This is an optimization exercise on Yosys and OpenROAD, whose aim is small area and a short achievable clock period, not a production implementation. No driver is modelled on the clock port, so clock power and skew are understated where the tree is cut down; a real chip needs a root buffer or a tree. Power figures rest on the tool's default switching activity, not on a simulated workload.

==> flow/design.v <==
module jtag_pdi_sniffer (
    input  wire       clk,
    input  wire       rst,         
    input  wire       smp_valid,   
    input  wire       tms,
    input  wire       tdi,
    input  wire       tdo,
    output wire       out_valid,
    output wire [7:0] out_data,
    output wire       pdi_err
);
    localparam [3:0] S_RESET      = 4'hF,
                     S_IDLE       = 4'hC,
                     S_SELECT_DR  = 4'h7,
                     S_CAPTURE_DR = 4'h6,
                     S_SHIFT_DR   = 4'h2,
                     S_EXIT1_DR   = 4'h1,
                     S_PAUSE_DR   = 4'h3,
                     S_EXIT2_DR   = 4'h0,
                     S_UPDATE_DR  = 4'h5,
                     S_SELECT_IR  = 4'h4,
                     S_CAPTURE_IR = 4'hE,
                     S_SHIFT_IR   = 4'hA,
                     S_EXIT1_IR   = 4'h9,
                     S_PAUSE_IR   = 4'hB,
                     S_EXIT2_IR   = 4'h8,
                     S_UPDATE_IR  = 4'hD;
    wire sv = smp_valid;
    wire st = tms;
    wire si = tdi;
    wire so = tdo;
    wire rr = rst;
    reg [3:0]  tap;
    reg        ir_id;      
    reg        ir_pdi;     
    reg [3:0]  irs;
    reg [31:0] dri;
    reg [31:22] dro;
    reg        par_w;      
    reg        par_r;      
    reg [3:0] tap_next;
    always @(*) begin
        case (tap)
            S_RESET:      tap_next = st ? S_RESET     : S_IDLE;
            S_IDLE:       tap_next = st ? S_SELECT_DR : S_IDLE;
            S_SELECT_DR:  tap_next = st ? S_SELECT_IR : S_CAPTURE_DR;
            S_CAPTURE_DR: tap_next = st ? S_EXIT1_DR  : S_SHIFT_DR;
            S_SHIFT_DR:   tap_next = st ? S_EXIT1_DR  : S_SHIFT_DR;
            S_EXIT1_DR:   tap_next = st ? S_UPDATE_DR : S_PAUSE_DR;
            S_PAUSE_DR:   tap_next = st ? S_EXIT2_DR  : S_PAUSE_DR;
            S_EXIT2_DR:   tap_next = st ? S_UPDATE_DR : S_SHIFT_DR;
            S_UPDATE_DR:  tap_next = st ? S_SELECT_DR : S_IDLE;
            S_SELECT_IR:  tap_next = st ? S_RESET     : S_CAPTURE_IR;
            S_CAPTURE_IR: tap_next = st ? S_EXIT1_IR  : S_SHIFT_IR;
            S_SHIFT_IR:   tap_next = st ? S_EXIT1_IR  : S_SHIFT_IR;
            S_EXIT1_IR:   tap_next = st ? S_UPDATE_IR : S_PAUSE_IR;
            S_PAUSE_IR:   tap_next = st ? S_EXIT2_IR  : S_PAUSE_IR;
            S_EXIT2_IR:   tap_next = st ? S_UPDATE_IR : S_SHIFT_IR;
            S_UPDATE_IR:  tap_next = st ? S_SELECT_DR : S_IDLE;
            default:      tap_next = st ? S_SELECT_DR : S_IDLE;
        endcase
    end
    wire commit = sv && (tap == S_UPDATE_DR);
    wire iev    = commit && ir_id;     
    wire pcm    = commit && ir_pdi;    
    reg  pev;              
    always @(posedge clk) begin
        pev <= pcm;
        if (rr) begin
            tap    <= S_RESET;
            ir_id  <= 1'b1;
            ir_pdi <= 1'b0;
            irs    <= 4'h0;
            dri    <= 32'h0;
            dro    <= 10'h0;
            par_w  <= 1'b0;
            par_r  <= 1'b0;
        end else if (sv) begin
            case (tap)
                S_RESET: begin
                    ir_id  <= 1'b1;
                    ir_pdi <= 1'b0;
                end
                S_SHIFT_DR: begin
                    dri   <= {si, dri[31:1]};
                    dro   <= {so, dro[31:23]};
                    par_w <= par_w ^ dri[31] ^ dri[22];
                    par_r <= par_r ^ dro[31] ^ dro[22];
                end
                S_SHIFT_IR:  irs <= {si, irs[3:1]};
                S_UPDATE_IR: begin
                    ir_id  <= (irs == 4'h3);
                    ir_pdi <= (irs == 4'h7);
                end
                default: ;
            endcase
            tap <= tap_next;
        end
    end
    reg        idl;        
    reg        rd;         
    reg        big;        
    reg        lds;        
    reg        cap;        
    reg [1:0]  arg;        
    reg [2:0]  kc;         
    reg [23:0] acc;        
    localparam [1:0] P_NONE = 2'd0, P_DEC = 2'd1, P_LD = 2'd2, P_CLR = 2'd3;
    reg [31:0] rg;
    reg [1:0]  ph;
    reg [1:0]  pop;        
    reg        pa;         
    reg        bw;         
    wire       enz = |rg;  
    wire       bad = rd ? par_r : par_w;
    wire [7:0] b   = rd ? dro[29:22] : dri[29:22];
    wire       act = (pop != P_NONE) && (pa || ph == 2'd0);
    wire       bin = (ph == 2'd0) || bw;
    reg  [7:0] ldb;
    always @(*) begin
        case (ph)
            2'd0:    ldb = dri[29:22];
            2'd1:    ldb = acc[7:0];
            2'd2:    ldb = acc[15:8];
            default: ldb = acc[23:16];
        endcase
    end
    reg  [7:0] nb;
    always @(*) begin
        if (!act)
            nb = rg[7:0];
        else case (pop)
            P_DEC:   nb = rg[7:0] - {7'd0, bin};
            P_LD:    nb = (ph <= arg) ? ldb : 8'd0;
            default: nb = 8'd0;
        endcase
    end
    always @(posedge clk) begin
        rg   <= {nb, rg[31:8]};
        ph   <= ph + 2'd1;
        bw   <= bin && (rg[7:0] == 8'd0);
        pa   <= act && ph != 2'd3;
        if (act && ph == 2'd3)
            pop <= P_NONE;
        if (rr) begin
            idl <= 1'b1;
            rd  <= 1'b0;
            big <= 1'b0;
            lds <= 1'b0;
            cap <= 1'b0;
            pop <= P_CLR;
            pa  <= 1'b0;
        end else if (pev) begin
            if (bad) begin
                idl <= 1'b1;
                rd  <= 1'b0;
                big <= 1'b0;
                lds <= 1'b0;
                cap <= 1'b0;
                if (big) pop <= P_CLR;
            end else if (idl) begin
                case (b[7:4])
                    4'h0: begin idl <= 1'b0; lds <= 1'b1; end   
                    4'h1: begin idl <= 1'b0; rd <= 1'b1; big <= 1'b1; end  
                    4'h2: begin idl <= 1'b0; end  
                    4'h3: begin idl <= 1'b0; big <= 1'b1; end  
                    4'h4: begin idl <= 1'b0; rd <= 1'b1; end  
                    4'h5: begin idl <= 1'b0; cap <= 1'b1; end  
                    4'h6: begin idl <= 1'b0; end  
                    4'h7: begin idl <= 1'b0; end  
                    4'hF: ;                                    
                    default: begin idl <= 1'b0; rd <= 1'b1; end  
                endcase
            end else begin
                if (kc != 3'd0) begin
                end else if (big && enz) begin
                    pop <= P_DEC;
                end else begin
                    if (cap) begin
                        pop <= P_LD;
                        cap <= 1'b0;
                    end
                    if (lds) begin
                        rd  <= 1'b1;
                        lds <= 1'b0;
                    end else begin
                        idl <= 1'b1;
                        rd  <= 1'b0;
                        big <= 1'b0;
                    end
                end
            end
        end
    end
    reg [2:0] kc_cmd;
    always @(*) begin
        case (b[7:4])
            4'h0:    kc_cmd = {1'b0, b[3:2]};                            
            4'h2:    kc_cmd = {1'b0, b[3:2]} + {1'b0, b[1:0]} + 3'd1;    
            4'h1, 4'h3, 4'h5:
                     kc_cmd = {1'b0, b[1:0]};                            
            4'h7:    kc_cmd = 3'd7;                                      
            default: kc_cmd = 3'd0;
        endcase
    end
    always @(posedge clk) begin
        if (pev && !bad) begin
            if (idl) begin
                arg <= b[1:0];
                kc  <= kc_cmd;
            end else if (kc != 3'd0) begin
                kc <= kc - 3'd1;
                if (cap) acc <= {acc[15:0], b};
            end else begin
                kc <= {1'b0, arg};
            end
        end
    end
    wire pdi_byte = pcm && !bad && !idl;
    reg       e3, e2, e1, e0;    
    reg       ep;                
    reg       ov;
    reg       perr;
    reg [7:0] od;
    always @(posedge clk) begin
        if (rr) begin
            e3 <= 1'b0; e2 <= 1'b0; e1 <= 1'b0; e0 <= 1'b0;
            ep <= 1'b0;
        end else begin
            e3 <= iev;
            e2 <= e3;
            e1 <= e2;
            e0 <= e1;
            ep <= pdi_byte;
        end
        ov   <= !rr && (iev || e3 || e2 || e1 || e0 || pdi_byte || ep);
        perr <= !rr && pev && bad;
        od <= ({8{iev}}      & 8'h10)
            | ({8{pdi_byte}} & 8'h11)
            | ({8{e3}}       & dri[31:24])
            | ({8{e2}}       & dri[23:16])
            | ({8{e1}}       & dri[15:8])
            | ({8{e0}}       & dri[7:0])
            | ({8{ep}}       & b);
    end
    assign out_valid = ov;
    assign out_data  = od;
    assign pdi_err   = perr;
endmodule
==> flow/config.mk <==
export PLATFORM = sky130hd
export DESIGN_NAME = jtag_pdi_sniffer
export DESIGN_NICKNAME = jtag_pdi_sniffer
export VERILOG_FILES = /design/flow/design.v
export SDC_FILE = /design/flow/constraint.sdc
export NUM_CORES = 4
export LEC_CHECK = 0
export CAP_MARGIN = 20
export CORE_MARGIN = 2
export CORE_UTILIZATION = 65
export PLACE_DENSITY = 0.75
export SETUP_SLACK_MARGIN = 4.6
export SLEW_MARGIN = 20
==> flow/constraint.sdc <==
create_clock -name core_clock -period 6.5 [get_ports {clk}]
set_input_delay 1.3000 -clock core_clock [delete_from_list [all_inputs] [get_ports {clk}]]
set_output_delay 1.3000 -clock core_clock [all_outputs]
set_load 0.01 [all_outputs]
standard.sh (not shown) runs the stock make flow with config.mk's settings and CLKGATE_MAP_FILE= SYNTH_SCRIPT=/design/flow/synth_recipe.tcl, a recipe that flattens the netlist after the stock synthesis.
==> flow/flow/run.sh <==
#!/bin/bash
# Standard ORFS layout, except that the clock tree is built by flow/pre_cts.tcl
# (a flat tree of four clock buffers) instead of TritonCTS.
set -euo pipefail
W=$(pwd)
export PRE_CTS_TCL="$W/flow/pre_cts.tcl"
bash standard.sh finish > "$W/orfs_flow.log" 2>&1
Other scripts of this flow, unchanged in this note and not shown: flow/flow/mcts.tcl, flow/flow/pre_cts.tcl
The baseline went through all stages and came out clean.
Rerun with:
--- a/flow/design.v
+++ b/flow/design.v
@@ -25,11 +25,14 @@
                      S_PAUSE_IR   = 4'hB,
                      S_EXIT2_IR   = 4'h8,
                      S_UPDATE_IR  = 4'hD;
-    wire sv = smp_valid;
-    wire st = tms;
-    wire si = tdi;
-    wire so = tdo;
-    wire rr = rst;
+    reg sv, st, si, so, rr;
+    always @(posedge clk) begin
+        sv <= smp_valid;
+        st <= tms;
+        si <= tdi;
+        so <= tdo;
+        rr <= rst;
+    end
     reg [3:0]  tap;
     reg        ir_id;      
     reg        ir_pdi;     
@@ -110,12 +113,11 @@
     reg [1:0]  ph;
     reg [1:0]  pop;        
     reg        pa;         
-    reg        bw;         
+    reg        bin;        
     wire       enz = |rg;  
     wire       bad = rd ? par_r : par_w;
     wire [7:0] b   = rd ? dro[29:22] : dri[29:22];
     wire       act = (pop != P_NONE) && (pa || ph == 2'd0);
-    wire       bin = (ph == 2'd0) || bw;
     reg  [7:0] ldb;
     always @(*) begin
         case (ph)
@@ -130,7 +132,10 @@
         if (!act)
             nb = rg[7:0];
         else case (pop)
-            P_DEC:   nb = rg[7:0] - {7'd0, bin};
+            P_DEC:   nb = rg[7:0] ^ {bin && rg[6:0] == 7'd0, bin && rg[5:0] == 6'd0,
+                                         bin && rg[4:0] == 5'd0, bin && rg[3:0] == 4'd0,
+                                         bin && rg[2:0] == 3'd0, bin && rg[1:0] == 2'd0,
+                                         bin && !rg[0], bin};
             P_LD:    nb = (ph <= arg) ? ldb : 8'd0;
             default: nb = 8'd0;
         endcase
@@ -138,7 +143,7 @@
     always @(posedge clk) begin
         rg   <= {nb, rg[31:8]};
         ph   <= ph + 2'd1;
-        bw   <= bin && (rg[7:0] == 8'd0);
+        bin  <= (ph == 2'd3) || (bin && rg[7:0] == 8'd0);
         pa   <= act && ph != 2'd3;
         if (act && ph == 2'd3)
             pop <= P_NONE;
@@ -196,7 +201,15 @@
     always @(*) begin
         case (b[7:4])
             4'h0:    kc_cmd = {1'b0, b[3:2]};                            
-            4'h2:    kc_cmd = {1'b0, b[3:2]} + {1'b0, b[1:0]} + 3'd1;    
+            4'h2:    case (b[3:0])                                       
+                         4'h0:                      kc_cmd = 3'd1;     
+                         4'h1, 4'h4:                kc_cmd = 3'd2;
+                         4'h2, 4'h5, 4'h8:          kc_cmd = 3'd3;
+                         4'h3, 4'h6, 4'h9, 4'hC:    kc_cmd = 3'd4;
+                         4'h7, 4'hA, 4'hD:          kc_cmd = 3'd5;
+                         4'hB, 4'hE:                kc_cmd = 3'd6;
+                         default:                   kc_cmd = 3'd7;
+                     endcase
             4'h1, 4'h3, 4'h5:
                      kc_cmd = {1'b0, b[1:0]};                            
             4'h7:    kc_cmd = 3'd7;                                      
@@ -233,8 +246,8 @@
             e0 <= e1;
             ep <= pdi_byte;
         end
-        ov   <= !rr && (iev || e3 || e2 || e1 || e0 || pdi_byte || ep);
-        perr <= !rr && pev && bad;
+        ov   <= !rst && !rr && (iev || e3 || e2 || e1 || e0 || pdi_byte || ep);
+        perr <= !rst && !rr && pev && bad;
         od <= ({8{iev}}      & 8'h10)
             | ({8{pdi_byte}} & 8'h11)
             | ({8{e3}}       & dri[31:24])
Result:
- via count is lower slightly
- total power is higher slightly
- routed wire length is lower by roughly a tenth
- first-iteration DRC count is lower by a little under a tenth
- hold slack gets better by 0.010 ns
- sequential share of layout area is higher by 3.3 points
No run of this note included a check of the RTL's function; only the layout flow was run. In every run of this note, the design's own scripts or RTL, not TritonCTS, make the clock network.

==> afterwards: timing with drivers on the ports <==
No port has a modelled driver above. Below, the same layouts with a new extraction and two added sets of constraints. Step 1 (the two cells are an assumption about what drives the block):
set clk [get_ports {clk}]
set_driving_cell -lib_cell sky130_fd_sc_hd__clkbuf_16 $clk
set_driving_cell -lib_cell sky130_fd_sc_hd__buf_2 [delete_from_list [all_inputs] $clk]
Step 2 times the ports against the registers' clock, not the clock port: input delays grow and output delays shrink by t, the midpoint of the rising clock arrivals with the driver on. Slacks: no drivers / after step 1 / after step 2; pairs: no drivers / after step 1.
run	t, ns	setup slack, ns	hold slack, ns
the first run	0.305	4.397 / 4.412 / 4.107	0.336 / 0.336 / 0.336
the second run	0.302	4.532 / 4.461 / 4.368	0.346 / 0.346 / 0.346
After both steps setup and hold are still met in every run listed. The setup slack of the first run, which loses most, moves by +0.015 ns with the drivers and by -0.290 ns with both steps.
